From an optimization exercise on the open Yosys and OpenROAD flow, aimed at small area, a short achievable clock period and few clock cycles; shortcuts taken in it are not production practice. Function was checked by simulation only, so behaviour that the tests miss may differ from the original. Power figures rest on the tool's default switching activity, not on a simulated workload.

File: flow/design.v
module mcb_core #(
    parameter EDGE_DEPTH = 32,              
    parameter AW         = 5                
) (
    input  wire        clk,
    input  wire        rst,
    input  wire        cmd_valid,
    output wire        cmd_ready,
    input  wire [63:0] cmd_data,
    output wire        evt_valid,
    input  wire        evt_ready,
    output wire [63:0] evt_data,
    output wire        irq
);
    localparam [1:0] LV_LOW = 2'd0, LV_MID = 2'd1, LV_HIGH = 2'd2;
    localparam [1:0] CH_EMPTY = 2'd0, CH_OPEN = 2'd1, CH_CLOSED = 2'd2, CH_FAILED = 2'd3;
    localparam [2:0] AS_IDLE = 3'd0, AS_LEN = 3'd1, AS_DATA = 3'd2, AS_SUM = 3'd3, AS_END = 3'd4;
    localparam [3:0] OP_NOP = 4'h0, OP_SAMPLE = 4'h1, OP_CLOSE = 4'h2, OP_QUERY = 4'h3,
                     OP_DECODE = 4'h4, OP_ASM_BYTE = 4'h5, OP_ASM_CLEAR = 4'h6,
                     OP_EDGE_RD = 4'h7, OP_CSR_RD = 4'h8, OP_CSR_WR = 4'h9, OP_CLEAR = 4'hA;
    localparam [7:0] E_ILLEGAL_OP = 8'h01, E_RSVD_NONZERO = 8'h02, E_BAD_LEVEL = 8'h03,
                     E_CH_NOT_OPEN = 8'h04, E_OUT_OF_ORDER = 8'h05, E_EMPTY_CHANNEL = 8'h06,
                     E_EDGE_OVERFLOW = 8'h07, E_NOT_READY = 8'h08, E_NOT_CONFIGURED = 8'h09,
                     E_BAD_CSR = 8'h0A, E_CSR_READ_ONLY = 8'h0B, E_BAD_CSR_VALUE = 8'h0C,
                     E_INDEX_RANGE = 8'h0D, E_ASM_TIME_ORDER = 8'h0E;
    localparam [1:0] ST_IDLE = 2'd0, ST_DEC = 2'd2;
    localparam [1:0] EM_NONE = 2'd0, EM_HDR = 2'd1, EM_DATA = 2'd2, EM_END = 2'd3;
    reg  [2:0]  ctrl;
    reg  [31:0] bit_ticks;
    reg  [3:0]  data_bits;
    reg  [1:0]  stop_short;
    reg  [1:0]  stop_long;
    reg  [15:0] resync_bp;
    reg  [7:0]  end_marker;
    reg  [7:0]  mk_marker [0:7];
    reg  [3:0]  mk_type   [0:7];
    reg  [7:0]  mk_valid;
    reg  [8:0]  isr;
    reg  [8:0]  ier;
    reg  [11:0] last_err;
    reg  [31:0] bytes_scanned, frames_found, frames_dropped, resync_discards;
    reg  [31:0] bytes_decoded, ambig_count, bit0_count;
    reg  [1:0]  ch_state [0:1];
    reg  [AW:0] ch_count [0:1];
    reg  [47:0] ch_last_t [0:1];
    reg  [1:0]  ch_last_l [0:1];
    reg         ch_prev_rec [0:1];
    reg  [49:0] emem0 [0:EDGE_DEPTH-1];
    reg  [49:0] emem1 [0:EDGE_DEPTH-1];
    reg  [2:0]  as_state;
    reg         as_have_prev;
    reg  [47:0] as_prev_t;
    reg         as_prev_dir;
    reg  [7:0]  f_marker;
    reg  [3:0]  f_type;
    reg  [7:0]  f_len;
    reg  [7:0]  f_ptr;           
    reg  [7:0]  f_sum;
    reg  [7:0]  f_acc;           
    reg  [8*255-1:0] f_data;     
    reg  [47:0] tol;             
    reg  [35:0] cs_short;        
    reg  [35:0] cs_long;         
    reg  [33:0] bt3;             
    reg  [34:0] bt5;             
    reg  [34:0] bt7;             
    reg         mul_busy;
    reg  [1:0]  mul_ph;
    reg  [3:0]  mul_i;
    reg  [1:0]  st;
    reg  [1:0]  em;              
    reg  [63:0] w;               
    reg         w_v;
    reg         evt_valid_q;
    reg  [63:0] evt_data_q;
    reg         sk_v;            
    reg  [63:0] sk_d;
    reg  [7:0]  qc;
    reg         d_bit;           
    reg  [AW:0] q;               
    reg  [AW:0] qa;              
    reg  [47:0] nx_t;            
    reg  [1:0]  nx_l;
    reg  [47:0] n1_t;            
    reg  [1:0]  n1_l;
    reg  [47:0] n2_t;            
    reg  [1:0]  n2_l;
    reg  [47:0] n3_t;            
    reg  [1:0]  n3_l;
    reg         prev_hi;         
    reg         d_hold;          
    reg  [1:0]  d_quirk;         
    reg  [48:0] d_cursor;
    reg  [47:0] d_s;
    reg  [49:0] du1;             
    reg  [49:0] du2;             
    reg  [49:0] du3;             
    reg  [49:0] d_u0;            
    reg         c1_pend;         
    reg  [3:0]  d_bi;
    reg  [7:0]  d_val;
    reg  [1:0]  d_lp0;
    reg  [1:0]  d_ls;
    reg  [1:0]  cur0;            
    reg  [AW:0] p1n;             
    reg  [1:0]  cur1;
    reg  [47:0] c1e_t;           
    reg  [1:0]  c1e_l;
    reg         c1e_ok;          
    reg  [1:0]  d_adv;           
    reg  [7:0]  a_v;
    reg         a_ddir;          
    reg         a_pend;          
    reg         a_big;           
    function [49:0] add50;
        input [49:0] a;
        input [49:0] b;
        input        cin;
        reg   [49:0] p, gg, pp, c;
        integer      k, n, j;
        begin
            p  = a ^ b;
            gg = a & b;
            pp = p;
            for (k = 0; k < 6; k = k + 1)
                for (n = 0; n < 50; n = n + 1)
                    if ((n >> k) & 1) begin
                        j     = ((n >> k) << k) - 1;
                        gg[n] = gg[n] | (pp[n] & gg[j]);
                        pp[n] = pp[n] & pp[j];
                    end
            c[0] = cin;
            for (n = 1; n < 50; n = n + 1)
                c[n] = gg[n-1] | (pp[n-1] & cin);
            add50 = p ^ c;
        end
    endfunction
    function le50;
        input [49:0] a;
        input [49:0] b;
        reg   [49:0] gg, pp;
        integer      k, n, j;
        begin
            gg = b & ~a;
            pp = b | ~a;
            for (k = 0; k < 6; k = k + 1)
                for (n = 0; n < 50; n = n + 1)
                    if ((n >> k) & 1) begin
                        j     = ((n >> k) << k) - 1;
                        gg[n] = gg[n] | (pp[n] & gg[j]);
                        pp[n] = pp[n] & pp[j];
                    end
            le50 = gg[49] | pp[49];
        end
    endfunction
    function [31:0] inc32;
        input [31:0] x;
        reg   [31:0] pp, c;
        integer      k, n, j;
        begin
            pp = x;
            for (k = 0; k < 5; k = k + 1)
                for (n = 0; n < 32; n = n + 1)
                    if ((n >> k) & 1) begin
                        j     = ((n >> k) << k) - 1;
                        pp[n] = pp[n] & pp[j];
                    end
            c[0] = 1'b1;
            for (n = 1; n < 32; n = n + 1)
                c[n] = pp[n-1];
            inc32 = x ^ c;
        end
    endfunction
    wire [3:0]  op    = w[63:60];
    wire        w_ch  = w[59];
    wire [1:0]  w_lvl = w[58:57];
    wire [7:0]  w_val = w[55:48];
    wire [47:0] w_t   = w[47:0];
    wire [7:0]  w_csr = w[39:32];
    wire [31:0] w_dat = w[31:0];
    wire needs_mul = (op == OP_DECODE) || (op == OP_ASM_BYTE);
    wire exec      = w_v && (st == ST_IDLE) && (em == EM_NONE) && !a_pend && !sk_v &&
                     !(needs_mul && mul_busy);
    assign cmd_ready = !rst && (!w_v || exec);
    assign evt_valid = evt_valid_q && !rst;
    assign evt_data  = evt_data_q;
    assign irq       = |(isr & ier);
    wire cmd_fire = cmd_valid && cmd_ready;
    wire ev_room  = !sk_v;
    reg        ev_push;
    reg [63:0] ev_data;
    reg [63:0] rsv;
    always @(*) begin
        case (op)
            OP_NOP, OP_DECODE, OP_ASM_CLEAR, OP_CLEAR: rsv = 64'h0FFF_FFFF_FFFF_FFFF;
            OP_CLOSE:    rsv = 64'h07FF_FFFF_FFFF_FFFF;
            OP_SAMPLE:   rsv = 64'h01FF_0000_0000_0000;
            OP_QUERY:    rsv = 64'h07FF_0000_0000_0000;
            OP_ASM_BYTE: rsv = 64'h0700_0000_0000_0000;
            OP_EDGE_RD:  rsv = 64'h07FF_FFFF_0000_0000;
            OP_CSR_RD:   rsv = 64'h0FFF_FF00_FFFF_FFFF;
            OP_CSR_WR:   rsv = 64'h0FFF_FF00_0000_0000;
            default:     rsv = 64'h0;
        endcase
    end
    wire [1:0]  c_state    = ch_state[w_ch];
    wire [AW:0] c_count    = ch_count[w_ch];
    wire [47:0] c_last_t   = ch_last_t[w_ch];
    wire [1:0]  c_last_l   = ch_last_l[w_ch];
    wire        c_prev_rec = ch_prev_rec[w_ch];
    wire [AW:0]   q1     = q + 1'b1;
    wire [AW:0]   q2     = q + 2'd2;
    wire [AW:0]   qa1    = qa + 1'b1;
    wire [AW:0]   qa2    = qa + 2'd2;
    wire [AW:0]   qa3    = qa + 2'd3;
    wire [AW:0]   q3     = q + 2'd3;
    wire [7:0]  q_ok;
    genvar gk;
    generate
        for (gk = 0; gk < 8; gk = gk + 1) begin : g_qok
            assign q_ok[gk] = qc[gk] && (c_count > 4 * gk + 3);
        end
    endgenerate
    wire [3:0]  q_r = q_ok[7] ? 4'd8 : q_ok[6] ? 4'd7 : q_ok[5] ? 4'd6 : q_ok[4] ? 4'd5 :
                      q_ok[3] ? 4'd4 : q_ok[2] ? 4'd3 : q_ok[1] ? 4'd2 : q_ok[0] ? 4'd1 : 4'd0;
    function [11:0] rows;
        input [AW-1:0] a;
        begin
            rows[2:0]  = a[4:2] + (a[1:0] > 2'd0);
            rows[5:3]  = a[4:2] + (a[1:0] > 2'd1);
            rows[8:6]  = a[4:2] + (a[1:0] > 2'd2);
            rows[11:9] = a[4:2];
        end
    endfunction
    reg  [11:0] w_rows;          
    reg         w_isq;           
    reg  [11:0] qa_rows;         
    reg  [11:0] p1_rows;         
    reg [1:0]  rot0, rot1;
    reg [11:0] rw0, rw1;
    always @(*) begin
        case (st)
            ST_DEC:  begin rot0 = qa[1:0]; rw0 = qa_rows; end
            default: begin
                rot0 = w_isq ? 2'd0 : w_dat[1:0];
                rw0  = w_isq ? {4{q_r[2:0]}} : w_rows;
            end
        endcase
        case (st)
            ST_DEC:  begin rot1 = p1n[1:0]; rw1 = p1_rows; end
            default: begin
                rot1 = w_isq ? 2'd0 : w_dat[1:0];
                rw1  = w_isq ? {4{q_r[2:0]}} : w_rows;
            end
        endcase
    end
    wire [2:0]  r0_0 = rw0[2:0];
    wire [2:0]  r0_1 = rw0[5:3];
    wire [2:0]  r0_2 = rw0[8:6];
    wire [2:0]  r0_3 = rw0[11:9];
    wire [2:0]  r1_0 = rw1[2:0];
    wire [2:0]  r1_1 = rw1[5:3];
    wire [2:0]  r1_2 = rw1[8:6];
    wire [2:0]  r1_3 = rw1[11:9];
    wire [49:0] b0_0 = emem0[{r0_0, 2'd0}];
    wire [49:0] b0_1 = emem0[{r0_1, 2'd1}];
    wire [49:0] b0_2 = emem0[{r0_2, 2'd2}];
    wire [49:0] b0_3 = emem0[{r0_3, 2'd3}];
    wire [49:0] b1_0 = emem1[{r1_0, 2'd0}];
    wire [49:0] b1_1 = emem1[{r1_1, 2'd1}];
    wire [49:0] b1_2 = emem1[{r1_2, 2'd2}];
    wire [49:0] b1_3 = emem1[{r1_3, 2'd3}];
    reg  [49:0] rd0, rd0b, rd0c, rd1;
    always @(*) begin
        case (rot0)
            2'd0: begin rd0 = b0_0; rd0b = b0_1; rd0c = b0_2; end
            2'd1: begin rd0 = b0_1; rd0b = b0_2; rd0c = b0_3; end
            2'd2: begin rd0 = b0_2; rd0b = b0_3; rd0c = b0_0; end
            default: begin rd0 = b0_3; rd0b = b0_0; rd0c = b0_1; end
        endcase
        case (rot1)
            2'd0: rd1 = b1_0;
            2'd1: rd1 = b1_1;
            2'd2: rd1 = b1_2;
            default: rd1 = b1_3;
        endcase
    end
    wire csr_mapped = (w_csr <= 8'h04) || (w_csr >= 8'h08 && w_csr <= 8'h1D);
    wire csr_ro     = (w_csr == 8'h00) || (w_csr == 8'h10) || (w_csr >= 8'h13 && w_csr <= 8'h1D);
    wire csr_legal  = !((w_csr == 8'h02) && (w_dat == 32'd0)) &&
                      !((w_csr == 8'h03) && ((w_dat[3:0] == 4'd0) || (w_dat[3:0] > 4'd8)));
    reg [31:0] csr_rdata;
    always @(*) begin
        csr_rdata = 32'd0;
        case (w_csr)
            8'h00: csr_rdata = 32'h4D43_0001;
            8'h01: csr_rdata = {29'd0, ctrl};
            8'h02: csr_rdata = bit_ticks;
            8'h03: csr_rdata = {resync_bp, 8'd0, stop_long, stop_short, data_bits};
            8'h04: csr_rdata = {24'd0, end_marker};
            8'h08, 8'h09, 8'h0A, 8'h0B, 8'h0C, 8'h0D, 8'h0E, 8'h0F:
                   csr_rdata = {mk_valid[w_csr[2:0]], 19'd0, mk_type[w_csr[2:0]], mk_marker[w_csr[2:0]]};
            8'h10: csr_rdata = {24'd0, as_have_prev, as_state, ch_state[1], ch_state[0]};
            8'h11: csr_rdata = {23'd0, isr};
            8'h12: csr_rdata = {23'd0, ier};
            8'h13: csr_rdata = {20'd0, last_err};
            8'h14: csr_rdata = {{(31-AW){1'b0}}, ch_count[0]};
            8'h15: csr_rdata = {{(31-AW){1'b0}}, ch_count[1]};
            8'h16: csr_rdata = bytes_scanned;
            8'h17: csr_rdata = frames_found;
            8'h18: csr_rdata = frames_dropped;
            8'h19: csr_rdata = resync_discards;
            8'h1A: csr_rdata = bytes_decoded;
            8'h1B: csr_rdata = ambig_count;
            8'h1C: csr_rdata = bit0_count;
            8'h1D: csr_rdata = EDGE_DEPTH;
            default: csr_rdata = 32'd0;
        endcase
    end
    wire          smp_trans = (w_lvl != c_last_l);
    wire [AW+1:0] smp_need  = c_prev_rec ? 2'd1 : 2'd2;
    reg [7:0] err_code;
    reg       err_fatal;
    always @(*) begin
        err_code  = 8'h00;
        err_fatal = 1'b0;
        if (op >= 4'hB)
            err_code = E_ILLEGAL_OP;
        else if ((w & rsv) != 64'd0)
            err_code = E_RSVD_NONZERO;
        else begin
            case (op)
                OP_SAMPLE: begin
                    if (w_lvl == 2'b11)
                        err_code = E_BAD_LEVEL;
                    else if (c_state == CH_CLOSED || c_state == CH_FAILED)
                        err_code = E_CH_NOT_OPEN;
                    else if (c_state == CH_OPEN && le50({2'b00, w_t}, {2'b00, c_last_t})) begin
                        err_code = E_OUT_OF_ORDER; err_fatal = 1'b1;
                    end else if (c_state == CH_OPEN && smp_trans &&
                                 ({1'b0, c_count} + smp_need > EDGE_DEPTH)) begin
                        err_code = E_EDGE_OVERFLOW; err_fatal = 1'b1;
                    end
                end
                OP_CLOSE: begin
                    if (c_state == CH_CLOSED || c_state == CH_FAILED)
                        err_code = E_CH_NOT_OPEN;
                    else if (c_state == CH_EMPTY) begin
                        err_code = E_EMPTY_CHANNEL; err_fatal = 1'b1;
                    end else if (!c_prev_rec && (c_count + 1'b1 > EDGE_DEPTH)) begin
                        err_code = E_EDGE_OVERFLOW; err_fatal = 1'b1;
                    end
                end
                OP_QUERY: begin
                    if (c_state != CH_CLOSED) err_code = E_NOT_READY;
                end
                OP_EDGE_RD: begin
                    if (c_state != CH_CLOSED)       err_code = E_NOT_READY;
                    else if ((|w_dat[31:AW+1]) || (w_dat[AW:0] >= c_count)) err_code = E_INDEX_RANGE;
                end
                OP_DECODE: begin
                    if (ch_state[0] != CH_CLOSED || ch_state[1] != CH_CLOSED)
                        err_code = E_NOT_READY;
                    else if (bit_ticks == 32'd0)
                        err_code = E_NOT_CONFIGURED;
                end
                OP_ASM_BYTE: begin
                    if (bit_ticks == 32'd0)
                        err_code = E_NOT_CONFIGURED;
                    else if (as_have_prev && !le50({2'b00, as_prev_t}, {2'b00, w_t}))
                        err_code = E_ASM_TIME_ORDER;
                end
                OP_CSR_RD: begin
                    if (!csr_mapped) err_code = E_BAD_CSR;
                end
                OP_CSR_WR: begin
                    if (!csr_mapped)      err_code = E_BAD_CSR;
                    else if (csr_ro)      err_code = E_CSR_READ_ONLY;
                    else if (!csr_legal)  err_code = E_BAD_CSR_VALUE;
                end
                default: ;
            endcase
        end
    end
    wire ok = (err_code == 8'h00);
    wire            smp_ok  = exec && ok && (op == OP_SAMPLE);
    wire [AW-1:0]   smp_idx = (c_state == CH_EMPTY) ? {AW{1'b0}} : c_count[AW-1:0];
    wire            smp_two = (c_state != CH_EMPTY) && smp_trans && !c_prev_rec;
    wire            mem_we  = smp_ok && ((c_state == CH_EMPTY) || smp_trans || !c_count[AW]);
    wire [AW-1:0]   mem_idx = smp_idx + smp_two;
    reg             wb_v;
    reg             wb_ch;
    reg  [AW-1:0]   wb_idx;
    wire [49:0]     wb_d    = {ch_last_l[wb_ch], ch_last_t[wb_ch]};
    wire [49:0] qe0 = w_ch ? b1_0 : b0_0;
    wire [49:0] qe1 = w_ch ? b1_1 : b0_1;
    wire [49:0] qe2 = w_ch ? b1_2 : b0_2;
    wire [4:0]  q_b = {q_r[2:0], 2'b00};
    wire        qh0 = ({1'b0, q_b}        < c_count) && le50({2'b00, qe0[47:0]}, {2'b00, w_t});
    wire        qh1 = ({1'b0, q_b} + 6'd1 < c_count) && le50({2'b00, qe1[47:0]}, {2'b00, w_t});
    wire        qh2 = ({1'b0, q_b} + 6'd2 < c_count) && le50({2'b00, qe2[47:0]}, {2'b00, w_t});
    reg  [1:0]  q_lp;
    always @(*) begin
        case (q_r)
            4'd0:    q_lp = LV_HIGH;
            4'd1:    q_lp = w_ch ? emem1[3][49:48]  : emem0[3][49:48];
            4'd2:    q_lp = w_ch ? emem1[7][49:48]  : emem0[7][49:48];
            4'd3:    q_lp = w_ch ? emem1[11][49:48] : emem0[11][49:48];
            4'd4:    q_lp = w_ch ? emem1[15][49:48] : emem0[15][49:48];
            4'd5:    q_lp = w_ch ? emem1[19][49:48] : emem0[19][49:48];
            4'd6:    q_lp = w_ch ? emem1[23][49:48] : emem0[23][49:48];
            4'd7:    q_lp = w_ch ? emem1[27][49:48] : emem0[27][49:48];
            default: q_lp = w_ch ? emem1[31][49:48] : emem0[31][49:48];
        endcase
    end
    wire [1:0]  q_lvl = q_r[3] ? q_lp : qh2 ? qe2[49:48] : qh1 ? qe1[49:48] : qh0 ? qe0[49:48] : q_lp;
    wire [7:0]  qc_nxt;
    wire        qc_fwd = le50({2'b00, wb_d[47:0]}, {2'b00, cmd_data[47:0]});
    generate
        for (gk = 0; gk < 8; gk = gk + 1) begin : g_qc
            wire [47:0] et = cmd_data[59] ? emem1[4 * gk + 3][47:0] : emem0[4 * gk + 3][47:0];
            wire        fw = wb_v && (wb_ch == cmd_data[59]) && (wb_idx == 4 * gk + 3);
            assign qc_nxt[gk] = fw ? qc_fwd : le50({2'b00, et}, {2'b00, cmd_data[47:0]});
        end
    endgenerate
    wire [48:0] uh1  = du1[49:1];
    wire [48:0] uh2  = du2[49:1];
    wire [48:0] uh3  = du3[49:1];
    wire        v0   = (q  < ch_count[0]);
    wire        v1   = (q1 < ch_count[0]);
    wire        v2   = (q2 < ch_count[0]);
    wire        v3   = (q3 < ch_count[0]);
    wire        b01  = v0 && le50({2'b00, nx_t}, {1'b0, uh1});
    wire        b11  = v1 && le50({2'b00, n1_t}, {1'b0, uh1});
    wire        b21  = v2 && le50({2'b00, n2_t}, {1'b0, uh1});
    wire        b31  = v3 && le50({2'b00, n3_t}, {1'b0, uh1});
    wire        b02  = v0 && le50({2'b00, nx_t}, {1'b0, uh2});
    wire        b12  = v1 && le50({2'b00, n1_t}, {1'b0, uh2});
    wire        b22  = v2 && le50({2'b00, n2_t}, {1'b0, uh2});
    wire        b32  = v3 && le50({2'b00, n3_t}, {1'b0, uh2});
    wire        b03  = v0 && le50({2'b00, nx_t}, {1'b0, uh3});
    wire        b13  = v1 && le50({2'b00, n1_t}, {1'b0, uh3});
    wire        b23  = v2 && le50({2'b00, n2_t}, {1'b0, uh3});
    wire        b33  = v3 && le50({2'b00, n3_t}, {1'b0, uh3});
    wire [2:0]  n1   = !b01 ? 3'd0 : !b11 ? 3'd1 : !b21 ? 3'd2 : !b31 ? 3'd3 : 3'd4;
    wire [2:0]  n2   = !b02 ? 3'd0 : !b12 ? 3'd1 : !b22 ? 3'd2 : !b32 ? 3'd3 : 3'd4;
    wire [2:0]  n3   = !b03 ? 3'd0 : !b13 ? 3'd1 : !b23 ? 3'd2 : !b33 ? 3'd3 : 3'd4;
    wire [1:0]  lv1  = !b01 ? cur0 : !b11 ? nx_l : !b21 ? n1_l : n2_l;
    wire [1:0]  lv2  = !b02 ? cur0 : !b12 ? nx_l : !b22 ? n1_l : n2_l;
    wire [1:0]  lv3  = !b03 ? cur0 : !b13 ? nx_l : !b23 ? n1_l : n2_l;
    wire        kn1  = !b31;
    wire        kn2  = !b32;
    wire        kn3  = !b33;
    wire [3:0]  rem      = data_bits - d_bi;                  
    wire [1:0]  nb       = (rem >= 4'd3) ? 2'd3 : rem[1:0];
    wire [1:0]  r_raw    = !kn1 ? 2'd0 : (nb == 2'd1 || !kn2) ? 2'd1 : (nb == 2'd2 || !kn3) ? 2'd2 : 2'd3;
    wire        out_free = !a_pend && (em == EM_NONE) && ev_room;
    wire        fin_ok   = out_free && !c1_pend;
    wire        fin_would = ({2'b00, r_raw} == rem);
    wire [1:0]  r_n      = !d_bit ? 2'd0 : (fin_would && !fin_ok) ? r_raw - 2'd1 : r_raw;
    wire        r_fin    = d_bit && fin_would && fin_ok;
    reg  [1:0]  adv;
    reg  [1:0]  lv_fin;
    always @(*) begin
        case (r_n)
            2'd0: adv = kn1 ? n1[1:0] : 2'd3;
            2'd1: adv = r_fin ? n1[1:0] : (kn2 ? n2[1:0] : 2'd3);
            2'd2: adv = r_fin ? n2[1:0] : (kn3 ? n3[1:0] : 2'd3);
            default: adv = n3[1:0];
        endcase
        case (r_n)
            2'd2:    lv_fin = lv2;
            2'd3:    lv_fin = lv3;
            default: lv_fin = lv1;
        endcase
    end
    wire [2:0]  adv_sum  = {1'b0, d_adv} + {1'b0, adv};
    wire [1:0]  adv_nxt  = (adv_sum >= 3'd2) ? 2'd2 : adv_sum[1:0];
    wire [3:0]  bi1      = d_bi + 4'd1;
    wire [3:0]  bi2      = d_bi + 4'd2;
    wire [1:0] lp0_f   = (d_bi == 4'd0) ? lv1 : d_lp0;
    wire [1:0] ls_f    = cur1;
    wire       dir_b_f = (ls_f == LV_MID);
    reg  [7:0] val_f;
    always @(*) begin
        val_f = d_val;
        if (r_n != 2'd0) val_f[d_bi[2:0]] = (lv1 == LV_HIGH);
        if (r_n[1])      val_f[bi1[2:0]]  = (lv2 == LV_HIGH);
        if (r_n == 2'd3) val_f[bi2[2:0]]  = (lv3 == LV_HIGH);
    end
    wire [3:0]  cb_short = 4'd1 + data_bits + {2'b00, stop_short};
    wire [3:0]  cb_long  = 4'd1 + data_bits + {2'b00, stop_long};
    wire [47:0] mul_acc  = (mul_ph == 2'd0) ? tol : (mul_ph == 2'd1) ? {12'd0, cs_short} : {12'd0, cs_long};
    wire        mul_bit  = (mul_ph == 2'd0) ? resync_bp[mul_i] :
                           (mul_ph == 2'd1) ? cb_short[mul_i[1:0]] : cb_long[mul_i[1:0]];
    wire [49:0] mul_sum  = add50({1'b0, mul_acc, 1'b0}, mul_bit ? {18'd0, bit_ticks} : 50'd0, 1'b0);
    wire [49:0] cursor_x = add50({2'b00, d_s}, {14'd0, (dir_b_f ? cs_long : cs_short)}, 1'b0);
    wire [48:0] cursor_f = cursor_x[48:0];
    wire        a1 = c1_pend && c1e_ok && (p1n < ch_count[1]) && le50({2'b00, c1e_t}, {1'b0, d_u0[49:1]});
    wire [49:0] du_a = add50(du3, bt2, 1'b0);
    wire [49:0] du_b = add50(du3, bt4, 1'b0);
    wire [49:0] du_c = add50(du3, {15'd0, bt3, 1'b0}, 1'b0);
    wire        w_go     = !d_bit && !d_hold && v0;
    wire        ge0      = le50({1'b0, d_cursor}, {2'b00, nx_t});
    wire        ge1      = le50({1'b0, d_cursor}, {2'b00, n1_t});
    wire        ge2      = le50({1'b0, d_cursor}, {2'b00, n2_t});
    wire        w_st0    = (d_quirk == 2'd0) && prev_hi && (nx_l != LV_HIGH) && ge0;
    wire        w_st1    = (d_quirk != 2'd2) && v1 && (nx_l == LV_HIGH) && (n1_l != LV_HIGH) && ge1;
    wire        w_st2    = v2 && (n1_l == LV_HIGH) && (n2_l != LV_HIGH) && ge2;
    wire        w_done   = !d_bit && !d_hold && !v0;
    wire        f0       = (adv == 2'd0) && v0 && (lv_fin == LV_HIGH) && (nx_l != LV_HIGH) && ge0;
    wire        f1       = (adv == 2'd0) && v1 && (nx_l == LV_HIGH) && (n1_l != LV_HIGH) && ge1;
    wire        f2       = (adv == 2'd1) && v1 && (lv_fin == LV_HIGH) && (n1_l != LV_HIGH) && ge1;
    wire        f3       = (adv == 2'd2) && v2 && (lv_fin == LV_HIGH) && (n2_l != LV_HIGH) && ge2;
    wire        f4       = (adv != 2'd3) && v2 && (n1_l == LV_HIGH) && (n2_l != LV_HIGH) && ge2;
    wire        fa       = f0 || f1 || f2 || f3 || f4;
    wire        fold     = r_fin && adv_nxt[1] && fa;
    wire [1:0]  fold_j   = f0 ? 2'd0 : (f1 || f2) ? 2'd1 : 2'd2;
    wire [1:0]  w_j      = w_st0 ? 2'd0 : w_st1 ? 2'd1 : 2'd2;
    wire        w_start  = w_st0 || w_st1 || w_st2;
    wire [1:0]  st_j     = d_bit ? fold_j : w_j;
    wire [1:0]  sh_bit   = !d_bit ? (w_start ? w_j + 2'd1 : 2'd3) :
                           fold ? fold_j + 2'd1 : adv;
    wire [47:0] w_s      = (st_j == 2'd0) ? nx_t : (st_j == 2'd1) ? n1_t : n2_t;
    wire [49:0] bt3_x    = add50({17'd0, w_dat, 1'b0}, {18'd0, w_dat}, 1'b0);
    wire [49:0] bt5_x    = add50({16'd0, w_dat, 2'b00}, {18'd0, w_dat}, 1'b0);
    wire [49:0] u_first  = add50({1'b0, w_s, 1'b0}, {16'd0, bt3}, 1'b0);
    wire [49:0] u_second = add50({1'b0, w_s, 1'b0}, {15'd0, bt5}, 1'b0);
    wire [49:0] u_third  = add50({1'b0, w_s, 1'b0}, {15'd0, bt7}, 1'b0);
    wire [49:0] bt7_x    = add50({15'd0, w_dat, 3'b000}, {18'h3ffff, ~w_dat}, 1'b1);
    wire [49:0] bt2      = {17'd0, bit_ticks, 1'b0};
    wire [49:0] bt4      = {16'd0, bit_ticks, 2'b0};
    wire [47:0] big_t     = (st == ST_DEC) ? d_s : w_t;
    wire [49:0] big_gx    = add50({2'b00, big_t}, {2'b11, ~as_prev_t}, 1'b1);
    wire [47:0] big_gap   = big_gx[47:0];
    wire        big_now   = !le50({2'b00, big_gap}, {2'b00, tol});
    wire        as_resync = as_have_prev && (a_big || a_ddir);
    wire [2:0]  as_cur    = as_resync ? AS_IDLE : as_state;
    reg         mk_hit;
    reg  [3:0]  mk_hit_type;
    integer     m;
    always @(*) begin
        mk_hit = 1'b0;
        mk_hit_type = 4'd0;
        for (m = 7; m >= 0; m = m - 1) begin
            if (mk_valid[m] && mk_marker[m] == a_v) begin
                mk_hit = 1'b1;
                mk_hit_type = mk_type[m];
            end
        end
    end
    wire        frame_ok = (a_v == end_marker) && (f_acc == 8'd0);
    wire        as_emit  = (as_cur == AS_END) && frame_ok && ctrl[1];
    wire [31:0] f_back   = {23'd0, {1'b0, f_len} + 9'd3};
    wire [49:0] f_startx = add50({18'd0, bytes_scanned}, {18'd0, ~f_back}, 1'b1);
    wire [31:0] f_start  = f_startx[31:0];
    reg  [254:0] f_sel;
    integer      fj;
    always @(*) begin
        for (fj = 0; fj < 255; fj = fj + 1)
            f_sel[fj] = (f_ptr == fj);
    end
    reg  [7:0]   fd;
    always @(*) begin
        fd = 8'd0;
        for (fj = 0; fj < 255; fj = fj + 1)
            fd = fd | (f_data[8*fj +: 8] & {8{f_sel[fj]}});
    end
    wire         f_we = a_pend && (as_cur == AS_DATA);
    always @(*) begin
        ev_push = 1'b0;
        ev_data = 64'd0;
        if (em != EM_NONE) begin
            if (ev_room) begin
                ev_push = 1'b1;
                case (em)
                    EM_HDR:  ev_data = {4'h5, f_type, f_marker, f_len, f_sum, f_start};
                    EM_DATA: ev_data = {4'h6, 44'd0, f_ptr, fd};
                    default: ev_data = {4'h7, 20'd0, a_v, bytes_scanned};
                endcase
            end
        end else if (a_pend && as_emit) begin
            ev_push = ev_room;
            ev_data = {4'h5, f_type, f_marker, f_len, f_sum, f_start};
        end else begin
            case (st)
                ST_IDLE: if (exec) begin
                    if (!ok) begin
                        ev_push = ctrl[2];
                        ev_data = {4'hE, op, err_code, w_t};
                    end else if (op == OP_EDGE_RD) begin
                        ev_push = 1'b1;
                        ev_data = {4'h2, w_ch, 9'd0, (w_ch ? rd1[49:48] : rd0[49:48]),
                                   (w_ch ? rd1[47:0] : rd0[47:0])};
                    end else if (op == OP_CSR_RD) begin
                        ev_push = 1'b1;
                        ev_data = {4'h3, 20'd0, w_csr, csr_rdata};
                    end else if (op == OP_QUERY) begin
                        ev_push = 1'b1;
                        ev_data = {4'h1, w_ch, 9'd0, q_lvl, w_t};
                    end
                end
                ST_DEC: begin
                    if (r_fin) begin
                        ev_push = ctrl[0];
                        ev_data = {4'h4, dir_b_f, (ls_f == LV_HIGH), (lp0_f == LV_HIGH), 1'b0,
                                   val_f, d_s};
                    end else if (w_done && out_free) begin
                        ev_push = 1'b1;
                        ev_data = {4'h8, 28'd0, bytes_decoded};
                    end
                end
                default: ;
            endcase
        end
    end
    integer i;
    always @(posedge clk) begin
        if (rst) begin
            st           <= ST_IDLE;
            em           <= EM_NONE;
            a_pend       <= 1'b0;
            w_v          <= 1'b0;
            wb_v         <= 1'b0;
            evt_valid_q  <= 1'b0;
            sk_v         <= 1'b0;
            ctrl         <= 3'b111;
            bit_ticks    <= 32'd0;
            bt3          <= 34'd0;
            bt5          <= 35'd0;
            bt7          <= 35'd0;
            data_bits    <= 4'd8;
            stop_short   <= 2'd1;
            stop_long    <= 2'd2;
            resync_bp    <= 16'd100;
            end_marker   <= 8'h03;
            for (i = 0; i < 8; i = i + 1) begin
                mk_marker[i] <= 8'h00;
                mk_type[i]   <= 4'h0;
            end
            mk_marker[0] <= 8'h01;
            mk_marker[1] <= 8'h02;
            mk_type[1]   <= 4'h1;
            mk_valid     <= 8'b0000_0011;
            isr          <= 9'd0;
            ier          <= 9'd0;
            last_err     <= 12'd0;
            bytes_scanned   <= 32'd0;
            frames_found    <= 32'd0;
            frames_dropped  <= 32'd0;
            resync_discards <= 32'd0;
            bytes_decoded   <= 32'd0;
            ambig_count     <= 32'd0;
            bit0_count      <= 32'd0;
            ch_state[0]  <= CH_EMPTY;
            ch_state[1]  <= CH_EMPTY;
            ch_count[0]  <= 0;
            ch_count[1]  <= 0;
            as_state     <= AS_IDLE;
            as_have_prev <= 1'b0;
            tol          <= 48'd0;
            cs_short     <= 36'd0;
            cs_long      <= 36'd0;
            mul_busy     <= 1'b0;
        end else begin
            if (!evt_valid_q || evt_ready) begin
                evt_valid_q <= sk_v || ev_push;
                evt_data_q  <= sk_v ? sk_d : ev_data;
                sk_v        <= 1'b0;
            end else begin
                if (!sk_v) sk_d <= ev_data;
                if (ev_push) sk_v <= 1'b1;
            end
            if (cmd_fire) begin
                w   <= cmd_data;
                w_rows <= rows(cmd_data[AW-1:0]);
                w_isq  <= (cmd_data[63:60] == OP_QUERY);
                qc  <= qc_nxt;
                w_v <= 1'b1;
            end else if (exec) begin
                w_v <= 1'b0;
            end
            if (mul_busy) begin
                case (mul_ph)
                    2'd0: tol      <= mul_sum[47:0];
                    2'd1: cs_short <= mul_sum[35:0];
                    default: cs_long <= mul_sum[35:0];
                endcase
                if (mul_i == 4'd0) begin
                    mul_ph <= mul_ph + 1'b1;
                    mul_i  <= 4'd3;
                    if (mul_ph == 2'd2) mul_busy <= 1'b0;
                end else begin
                    mul_i <= mul_i - 1'b1;
                end
            end
            wb_v   <= mem_we;
            wb_ch  <= w_ch;
            wb_idx <= mem_idx;
            if (wb_v) begin
                if (wb_ch) emem1[wb_idx] <= {ch_last_l[1], ch_last_t[1]};
                else       emem0[wb_idx] <= {ch_last_l[0], ch_last_t[0]};
            end
            if (exec) begin
                if (!ok) begin
                    last_err <= {op, err_code};
                    isr[0]   <= 1'b1;
                    if (err_fatal) begin
                        ch_state[w_ch] <= CH_FAILED;
                        isr[1 + w_ch]  <= 1'b1;
                    end
                end else begin
                    case (op)
                        OP_SAMPLE: begin
                            if (c_state == CH_EMPTY) begin
                                ch_count[w_ch]    <= 1;
                                ch_prev_rec[w_ch] <= 1'b1;
                                ch_state[w_ch]    <= CH_OPEN;
                            end else if (!smp_trans) begin
                                ch_prev_rec[w_ch] <= 1'b0;
                            end else begin
                                ch_count[w_ch]    <= c_count + (c_prev_rec ? 2'd1 : 2'd2);
                                ch_prev_rec[w_ch] <= 1'b1;
                            end
                            ch_last_t[w_ch] <= w_t;
                            ch_last_l[w_ch] <= w_lvl;
                        end
                        OP_CLOSE: begin
                            if (!c_prev_rec) begin
                                ch_count[w_ch]    <= c_count + 1'b1;
                                ch_prev_rec[w_ch] <= 1'b1;
                            end
                            ch_state[w_ch] <= CH_CLOSED;
                        end
                        OP_DECODE: begin
                            as_state        <= AS_IDLE;
                            as_have_prev    <= 1'b0;
                            bytes_scanned   <= 32'd0;
                            frames_found    <= 32'd0;
                            frames_dropped  <= 32'd0;
                            resync_discards <= 32'd0;
                            bytes_decoded   <= 32'd0;
                            ambig_count     <= 32'd0;
                            bit0_count      <= 32'd0;
                            d_cursor        <= 49'd0;
                            d_bit           <= 1'b0;
                            d_hold          <= 1'b0;
                            d_quirk         <= 2'd0;
                            q               <= 1;
                            qa              <= 5;
                            qa_rows         <= rows(5'd5);
                            p1_rows         <= rows(5'd0);
                            nx_t            <= emem0[1][47:0];
                            nx_l            <= emem0[1][49:48];
                            n1_t            <= emem0[2][47:0];
                            n1_l            <= emem0[2][49:48];
                            n2_t            <= emem0[3][47:0];
                            n2_l            <= emem0[3][49:48];
                            n3_t            <= emem0[4][47:0];
                            n3_l            <= emem0[4][49:48];
                            prev_hi         <= (emem0[0][49:48] == LV_HIGH);
                            p1n             <= 0;
                            cur1            <= LV_HIGH;
                            c1_pend         <= 1'b0;
                            c1e_ok          <= 1'b0;
                            st              <= ST_DEC;
                        end
                        OP_ASM_BYTE: begin
                            as_prev_t   <= w_t;
                            as_prev_dir <= w_ch;
                            a_ddir <= (w_ch != as_prev_dir);
                            a_big  <= big_now;
                            a_v    <= w_val;
                            a_pend <= 1'b1;
                        end
                        OP_ASM_CLEAR: begin
                            as_state        <= AS_IDLE;
                            as_have_prev    <= 1'b0;
                            bytes_scanned   <= 32'd0;
                            frames_found    <= 32'd0;
                            frames_dropped  <= 32'd0;
                            resync_discards <= 32'd0;
                        end
                        OP_CSR_WR: begin
                            case (w_csr)
                                8'h01: ctrl <= w_dat[2:0];
                                8'h02: begin
                                    bit_ticks <= w_dat;
                                    bt3       <= bt3_x[33:0];
                                    bt5       <= bt5_x[34:0];
                                    bt7       <= bt7_x[34:0];
                                end
                                8'h03: begin
                                    data_bits  <= w_dat[3:0];
                                    stop_short <= w_dat[5:4];
                                    stop_long  <= w_dat[7:6];
                                    resync_bp  <= w_dat[31:16];
                                end
                                8'h04: end_marker <= w_dat[7:0];
                                8'h08, 8'h09, 8'h0A, 8'h0B, 8'h0C, 8'h0D, 8'h0E, 8'h0F: begin
                                    mk_marker[w_csr[2:0]] <= w_dat[7:0];
                                    mk_type[w_csr[2:0]]   <= w_dat[11:8];
                                    mk_valid[w_csr[2:0]]  <= w_dat[31];
                                end
                                8'h11: isr <= isr & ~w_dat[8:0];
                                8'h12: ier <= w_dat[8:0];
                                default: ;
                            endcase
                            if (w_csr == 8'h02 || w_csr == 8'h03) begin
                                mul_busy <= 1'b1;
                                mul_ph   <= 2'd0;
                                mul_i    <= 4'd15;
                                tol      <= 48'd0;
                                cs_short <= 36'd0;
                                cs_long  <= 36'd0;
                            end
                        end
                        OP_CLEAR: begin
                            ch_state[0]     <= CH_EMPTY;
                            ch_state[1]     <= CH_EMPTY;
                            ch_count[0]     <= 0;
                            ch_count[1]     <= 0;
                            as_state        <= AS_IDLE;
                            as_have_prev    <= 1'b0;
                            bytes_scanned   <= 32'd0;
                            frames_found    <= 32'd0;
                            frames_dropped  <= 32'd0;
                            resync_discards <= 32'd0;
                            bytes_decoded   <= 32'd0;
                            ambig_count     <= 32'd0;
                            bit0_count      <= 32'd0;
                            isr             <= 9'd0;
                            last_err        <= 12'd0;
                        end
                        default: ;   
                    endcase
                end
            end
            if (st == ST_DEC) begin
                c1e_t  <= rd1[47:0];
                c1e_l  <= rd1[49:48];
                c1e_ok <= !a1;
                if (a1) begin
                    p1n  <= p1n + 1'b1;
                    p1_rows <= rows(p1n[AW-1:0] + 1'b1);
                    cur1 <= c1e_l;
                end else begin
                    if (c1e_ok && c1_pend) begin
                        c1_pend  <= 1'b0;
                        d_cursor <= cursor_f;
                    end
                end
                if (d_bit || (!d_hold && v0)) begin
                    case (sh_bit)
                        2'd1: begin
                            q    <= q1;
                            qa   <= qa1;
                            qa_rows <= rows(qa1[AW-1:0]);
                            nx_t <= n1_t;  nx_l <= n1_l;
                            n1_t <= n2_t;  n1_l <= n2_l;
                            n2_t <= n3_t;  n2_l <= n3_l;
                            n3_t <= rd0[47:0];  n3_l <= rd0[49:48];
                            cur0 <= nx_l;
                        end
                        2'd2: begin
                            q    <= q2;
                            qa   <= qa2;
                            qa_rows <= rows(qa2[AW-1:0]);
                            nx_t <= n2_t;  nx_l <= n2_l;
                            n1_t <= n3_t;  n1_l <= n3_l;
                            n2_t <= rd0[47:0];   n2_l <= rd0[49:48];
                            n3_t <= rd0b[47:0];  n3_l <= rd0b[49:48];
                            cur0 <= n1_l;
                        end
                        2'd3: begin
                            q    <= q3;
                            qa   <= qa3;
                            qa_rows <= rows(qa3[AW-1:0]);
                            nx_t <= n3_t;  nx_l <= n3_l;
                            n1_t <= rd0[47:0];   n1_l <= rd0[49:48];
                            n2_t <= rd0b[47:0];  n2_l <= rd0b[49:48];
                            n3_t <= rd0c[47:0];  n3_l <= rd0c[49:48];
                            cur0 <= n2_l;
                        end
                        default: ;
                    endcase
                end
                if (d_bit) begin
                    d_adv <= adv_nxt;
                    if (r_n != 2'd0) begin
                        d_val <= val_f;
                        d_lp0 <= lp0_f;
                    end
                    if (r_fin) begin
                        bytes_decoded <= inc32(bytes_decoded);
                        if (ls_f == LV_HIGH) begin
                            ambig_count <= inc32(ambig_count);
                            isr[3]      <= 1'b1;
                        end
                        if (lp0_f == LV_HIGH) begin
                            bit0_count <= inc32(bit0_count);
                            isr[4]     <= 1'b1;
                        end
                        as_prev_t   <= d_s;
                        as_prev_dir <= dir_b_f;
                        a_ddir <= (dir_b_f != as_prev_dir);
                        a_big  <= big_now;
                        a_v    <= val_f;
                        a_pend <= 1'b1;
                        prev_hi <= (lv_fin == LV_HIGH);
                        d_bit   <= 1'b0;
                        d_hold  <= !adv_nxt[1];
                        if (fold) begin
                            d_s     <= w_s;
                            d_bi    <= 4'd0;
                            d_val   <= 8'd0;
                            du1     <= u_first;
                            du2     <= u_second;
                            du3     <= u_third;
                            d_u0    <= u_first;
                            c1_pend <= 1'b1;
                            d_adv   <= 2'd0;
                            d_bit   <= 1'b1;
                            d_hold  <= 1'b0;
                        end
                    end else begin
                        case (r_n)
                            2'd1: begin
                                d_bi <= bi1;
                                du1  <= du2;
                                du2  <= du3;
                                du3  <= du_a;
                            end
                            2'd2: begin
                                d_bi <= bi2;
                                du1  <= du3;
                                du2  <= du_a;
                                du3  <= du_b;
                            end
                            2'd3: begin
                                d_bi <= d_bi + 4'd3;
                                du1  <= du_a;
                                du2  <= du_b;
                                du3  <= du_c;
                            end
                            default: ;
                        endcase
                    end
                end else if (d_hold) begin
                    d_hold  <= 1'b0;
                    d_quirk <= !as_emit ? 2'd0 : (d_adv == 2'd0) ? 2'd2 : 2'd1;
                end else if (v0) begin
                    d_quirk <= 2'd0;
                    prev_hi <= (n2_l == LV_HIGH);
                    if (w_start) begin
                        d_s     <= w_s;
                        d_bi    <= 4'd0;
                        d_val   <= 8'd0;
                        du1     <= u_first;
                        du2     <= u_second;
                        du3     <= u_third;
                        d_u0    <= u_first;
                        c1_pend <= 1'b1;
                        d_adv   <= 2'd0;
                        d_bit   <= 1'b1;
                    end
                end else if (out_free) begin
                    isr[8] <= 1'b1;
                    st     <= ST_IDLE;
                end
            end
            if (a_pend) begin
                a_pend <= 1'b0;
                if (as_resync && as_state != AS_IDLE) begin
                    resync_discards <= inc32(resync_discards);
                    isr[7]          <= 1'b1;
                end
                as_have_prev  <= 1'b1;
                bytes_scanned <= inc32(bytes_scanned);
                case (as_cur)
                    AS_IDLE: begin
                        as_state <= AS_IDLE;
                        if (mk_hit) begin
                            f_marker <= a_v;
                            f_type   <= mk_hit_type;
                            as_state <= AS_LEN;
                        end
                    end
                    AS_LEN: begin
                        f_len    <= a_v;
                        f_acc    <= a_v;
                        f_ptr    <= 8'd0;
                        as_state <= (a_v != 8'd0) ? AS_DATA : AS_SUM;
                    end
                    AS_DATA: begin
                        f_acc           <= f_acc + a_v;
                        f_ptr           <= f_ptr + 1'b1;
                        if (f_ptr + 1'b1 == f_len)
                            as_state <= AS_SUM;
                    end
                    AS_SUM: begin
                        f_sum    <= a_v;
                        f_acc    <= f_acc + a_v;
                        as_state <= AS_END;
                    end
                    default: begin   
                        as_state <= AS_IDLE;
                        if (frame_ok) begin
                            frames_found <= inc32(frames_found);
                            isr[5]       <= 1'b1;
                            if (ctrl[1]) begin
                                bytes_scanned <= bytes_scanned;
                                f_ptr         <= 8'd0;
                                em            <= !ev_room ? EM_HDR :
                                                 (f_len == 8'd0) ? EM_END : EM_DATA;
                            end
                        end else begin
                            frames_dropped <= inc32(frames_dropped);
                            isr[6]         <= 1'b1;
                        end
                    end
                endcase
            end
            for (fj = 0; fj < 255; fj = fj + 1)
                if (f_we && f_sel[fj]) f_data[8*fj +: 8] <= a_v;
            if (em != EM_NONE && ev_room) begin
                case (em)
                    EM_HDR:  em <= (f_len == 8'd0) ? EM_END : EM_DATA;
                    EM_DATA: begin
                        f_ptr <= f_ptr + 1'b1;
                        if (f_ptr + 1'b1 == f_len) em <= EM_END;
                    end
                    default: begin
                        bytes_scanned <= inc32(bytes_scanned);
                        em <= EM_NONE;
                    end
                endcase
            end
        end
    end
endmodule
File: flow/run.sh
#!/bin/bash
# synth_recipe.tcl (not shown) runs the flow's synth.tcl, then flattens the netlist and writes it again
# the make line also repeats each setting of config.mk as NAME=value (left out here)
make -C /OpenROAD-flow-scripts/flow DESIGN_CONFIG=/design/flow/config.mk WORK_HOME=/design/flow/orfs CLKGATE_MAP_FILE= SYNTH_SCRIPT=/design/flow/synth_recipe.tcl finish
File: flow/config.mk
export PLATFORM = sky130hd
export DESIGN_NAME = mcb_core
export DESIGN_NICKNAME = mcb_core
export VERILOG_FILES = /design/flow/design.v
export SDC_FILE = /design/flow/constraint.sdc
export NUM_CORES = 8
export LEC_CHECK = 0
export ABC_AREA = 1
export CAP_MARGIN = 30
export CORE_MARGIN = 2
export CORE_UTILIZATION = 45
export CTS_CLUSTER_DIAMETER = 60
export CTS_CLUSTER_SIZE = 30
export SETUP_SLACK_MARGIN = 5
export SLEW_MARGIN = 30
File: flow/constraint.sdc
create_clock -name core_clock -period 12.0 [get_ports {clk}]
set_input_delay 2.4000 -clock core_clock [delete_from_list [all_inputs] [get_ports {clk}]]
set_output_delay 2.4000 -clock core_clock [all_outputs]
set_load 0.01 [all_outputs]
==> flow_summary_export.csv <==
group,metric,value,unit
status,outcome,"timing/DRC/antenna clean",
placement,port_buffers,134,
floorplanning,io_pins,135,
global_routing,overflow,0,
clocking,cts_buffers,588,
clocking,clkLatencyLatePin,1.25,ns
critical_path,arrival,9.63,ns
sta,fin_crit_sh,72.2,%
power_and_ir_drop,vdd_ir_drop_max,194,uV
sta,slew_violations,0,
routing,via_count,306843,
clocking,holdBufCountCts,0,
final_layout,layout_commonest_cell,"nand2_1",
floorplanning,rows,323,
routing,drtPass1Iterations,9,
placement,dpl.cell_count,45613,
logic_synthesis,synth_seq_cells,6960,
placement,place_ws,1.53,ns
placement,dp.final_hpwl,1230000,um
floorplanning,initial_core_util,45.1,%
job,maxCapViolations,0,
clocking,clkSinkCount,6960,
critical_path,worstPathMaxFanout,7,
final_layout,mostFrequentLayoutCells,"nand2_1, edfxtp_1, nand3_1",
critical_path,crit_type,"flop to flop",
logic_synthesis,yosys_warnings,1,
logic_synthesis,synth_edf_count,6390,
critical_path,r2r_start,"nx_t[13]$_DFFE_PN_",
routing,postRouteAntennaNets,0,
routing,first_iter_violations,51723,
final_layout,drive_above_1_share,11.8,%
sta,setup_violations,0,
final_layout,multi_input_area,133000,um2
logic_synthesis,postSynth.asyncResetShare,0,%
power_and_ir_drop,cellLeakagePower,146,nW
final_layout,area_delta_synth_final,14.7,%
floorplanning,die_area,781000,um2
logic_synthesis,syn_area,348000,um2
global_routing,grt_usage,42.1,%
critical_path,start_kind,"flop",
floorplanning,die_y,884,um
final_layout,fin_nets,37246,
clocking,cts_tree,"built",
final_layout,seq_area,203000,um2
routing,viasPerCell,6.47,
clocking,clk_pin_slew,0.08,ns
hold_path,holdPathStages,2,
global_routing,antenna_found_initial,227,
routing,wire_per_inst,36.3,um
sta,finalWorstSetupSlack,3.33,ns
critical_path,critPathRequiredTime,12.96,ns
routing,drc_errors,0,
sta,finalSetupTns,0,ns
logic_synthesis,ys.flop_type,"edfxtp_1",
floorplanning,core-area,772000,um2
critical_path,r2r-end,"d_u0[46]$_DFFE_PP_",
power_and_ir_drop,power_density,142,nW/um2
critical_path,slowest_stage,"edfxtp_1",
sta,min_period,8.67,ns
sta,skew,0.116,ns
sta,max_freq,115,MHz
final_layout,fillCellCount,69507,
hold_path,min_path_type,"flop to flop",
critical_path,rr_worst_depth,47,
hold_path,worstHoldStart,"frames_dropped[10]$_SDFF_PP0_",
logic_synthesis,ys_seq_area_share,58.4,%
logic_synthesis,synth_cells,36026,
sta,hold_viol,0,
sta,slew_headroom,19.3,%
final_layout,layout.cells.non_filler,47403,
logic_synthesis,synth_nets,36740,
sta,tightest_slew,1.21,ns
global_routing,grt_pass1_vias,276396,
logic_synthesis,synth.distinct_cells,96,
global_routing,grt_max_degree,191,
sta,rsz0062_at_grt,"true",
critical_path,slowest_delay,0.55,ns
logic_synthesis,avgSynthCellArea,9.67,um2
hold_path,min_to,"frames_dropped[10]$_SDFF_PP0_",
critical_path,cpMostUsedCell,"nand2_1",
global_routing,grt_pass1_wl,2300000,um
floorplanning,die-width,884,um
routing,wl,1720000,um
clocking,ctsLongestPathBuffers,4,
critical_path,end_kind,"flop",
placement,gp_congestion,1.04,
clocking,cts_htree_levels,6,
critical_path,reg2reg_slack,3.33,ns
clocking,cts-root-buf,"clkbuf_16",
==> where the power goes <==
group          total, mW  internal (mW)  switching [mW]
registers           26.6           26.4           0.200
logic               8.46           2.11            6.35
clock network       21.5           10.7            10.8
==> worst max path at each step <==
stage                       start                  to  cells past startpoint
3_3_place_gp   n2_t[47]$_DFFE_PN_  d_u0[46]$_DFFE_PP_                     49
6_report       nx_t[13]$_DFFE_PN_  d_u0[46]$_DFFE_PP_                     47
4_1_cts        n3_t[15]$_DFFE_PN_   du1[43]$_DFFE_PP_                     57
2_1_floorplan      q[2]$_DFFE_PN_   du2[28]$_DFFE_PP_                     54
5_1_grt        n3_t[15]$_DFFE_PN_   du2[31]$_DFFE_PP_                     61
3_5_place_dp    du3[16]$_DFFE_PP_  d_u0[46]$_DFFE_PP_                     53
==> metrics by stage <==
step	hold slack [ns]	total power, mW	instance area, um2	utilization, %
final	0.464	56.6	399000	51.7
after global routing	0.477	57.6	399000	51.7
after CTS	0.462	55.9	395000	51.1
after detailed placement	0.452	34.5	367000	47.5
after global placement	0.447	34.5	366000	47.3
after floorplan	0.424	31.0	348000	-
==> critical path: cells and delay by family (launching register included) <==
family,cells,cell delay [ns]
compound gates,16,3.53
flops,1,0.55
simple gates,23,3.00
fa+ha+maj,1,0.25
buf+inv,7,1.03
==> layout make-up <==
type                    count  area share [%]
diodes                    130          0.0815
clock buffers             643            3.86
clock inverters           451            1.43
inverters                3110            3.03
multi-input cells       24060            33.2
flip-flops and latches   6960            50.9
well taps               10237            3.21
repair buffers           1808            4.28
repair inverters            4         0.00877
==> synthesized netlist by cell type (230+ instances only) <==
| library cell | number | area [um2] |
|---|---|---|
| nand2_1 | 7138 | 26800 |
| edfxtp_1 | 6390 | 192000 |
| nor2_1 | 2979 | 11200 |
| inv_1 | 2940 | 11000 |
| o21ai_0 | 2918 | 14600 |
| nand3_1 | 2898 | 14500 |
| a21oi_1 | 2377 | 11900 |
| clkbuf_1 | 1275 | 4790 |
| ha_1 | 593 | 7420 |
| o22ai_1 | 586 | 3670 |
| dfxtp_1 | 570 | 11400 |
| nor3_1 | 547 | 2740 |
| buf_2 | 413 | 2070 |
| o211ai_1 | 387 | 2910 |
| a221oi_1 | 377 | 3300 |
| nand4_1 | 339 | 2120 |
| xor2_1 | 318 | 2790 |
| o221ai_1 | 260 | 2280 |
| a211oi_1 | 230 | 1730 |
==> cells by family after synthesis <==
kind of cell	Yosys count	synth area share, %
compound gates	8436	14.6
buf+inv	5018	5.63
fa+ha+maj	648	2.44
mux	116	0.337
simple gates	14391	17.5
xor+xnor	457	1.15
flops	6960	58.4
==> per-layer routing <==
layer	track usage (%)	share of wire [%]	routed length [um]
met4	28.1	8.5	146000
met2	59.7	41	703000
met1	55.7	37	638000
met3	12.8	14	236000
met5	0.0485	0.047	806
==> what timing repair did <==
item	in CTS	in global routing
buffers inserted	305	206
cloned	27	17
gates resized for setup	931	487
setup endpoints to repair	1842	1251
pin swaps	202	214
==> registers in the layout, indices dropped and copies added, names as in the netlist, 49 cells and up, named ones only <==
register and count:
du2 49, d_u0 49, du1 49, emem1 1600, du3 49, evt_data_q 64, emem0 1600, d_cursor 49
f_data 2040, ch_last_t 96, w 62, mk_marker 64, sk_d 64
Testbench counts, summed over its fixed seeds: cycles 6,482.

[port drivers added, routing unchanged]
No port has a modelled driver above. Below, the same layout with a new extraction and two added sets of constraints. Step 1, drivers: a clkbuf_16 drives clk and a buf_2 each remaining input, both assumed. Step 2 times the ports against the registers' clock, not the clock port: input delays grow and output delays shrink by t, the midpoint of the rising clock arrivals with the driver on. Three values: ideal ports, drivers, drivers and shift; two values: the first two.
t, ns: 1.339
setup slack, ns: 3.330 / 3.330 / 3.330
clock arrival spread, ns: 0.118 / 0.118
worst slew at a driven data input, ns: 0.42
pins driven straight from the clock port: 1
After both steps setup and hold are still met in this run. For this run, drivers alone change the setup slack by 0.000 ns; drivers and shift together by 0.000 ns.
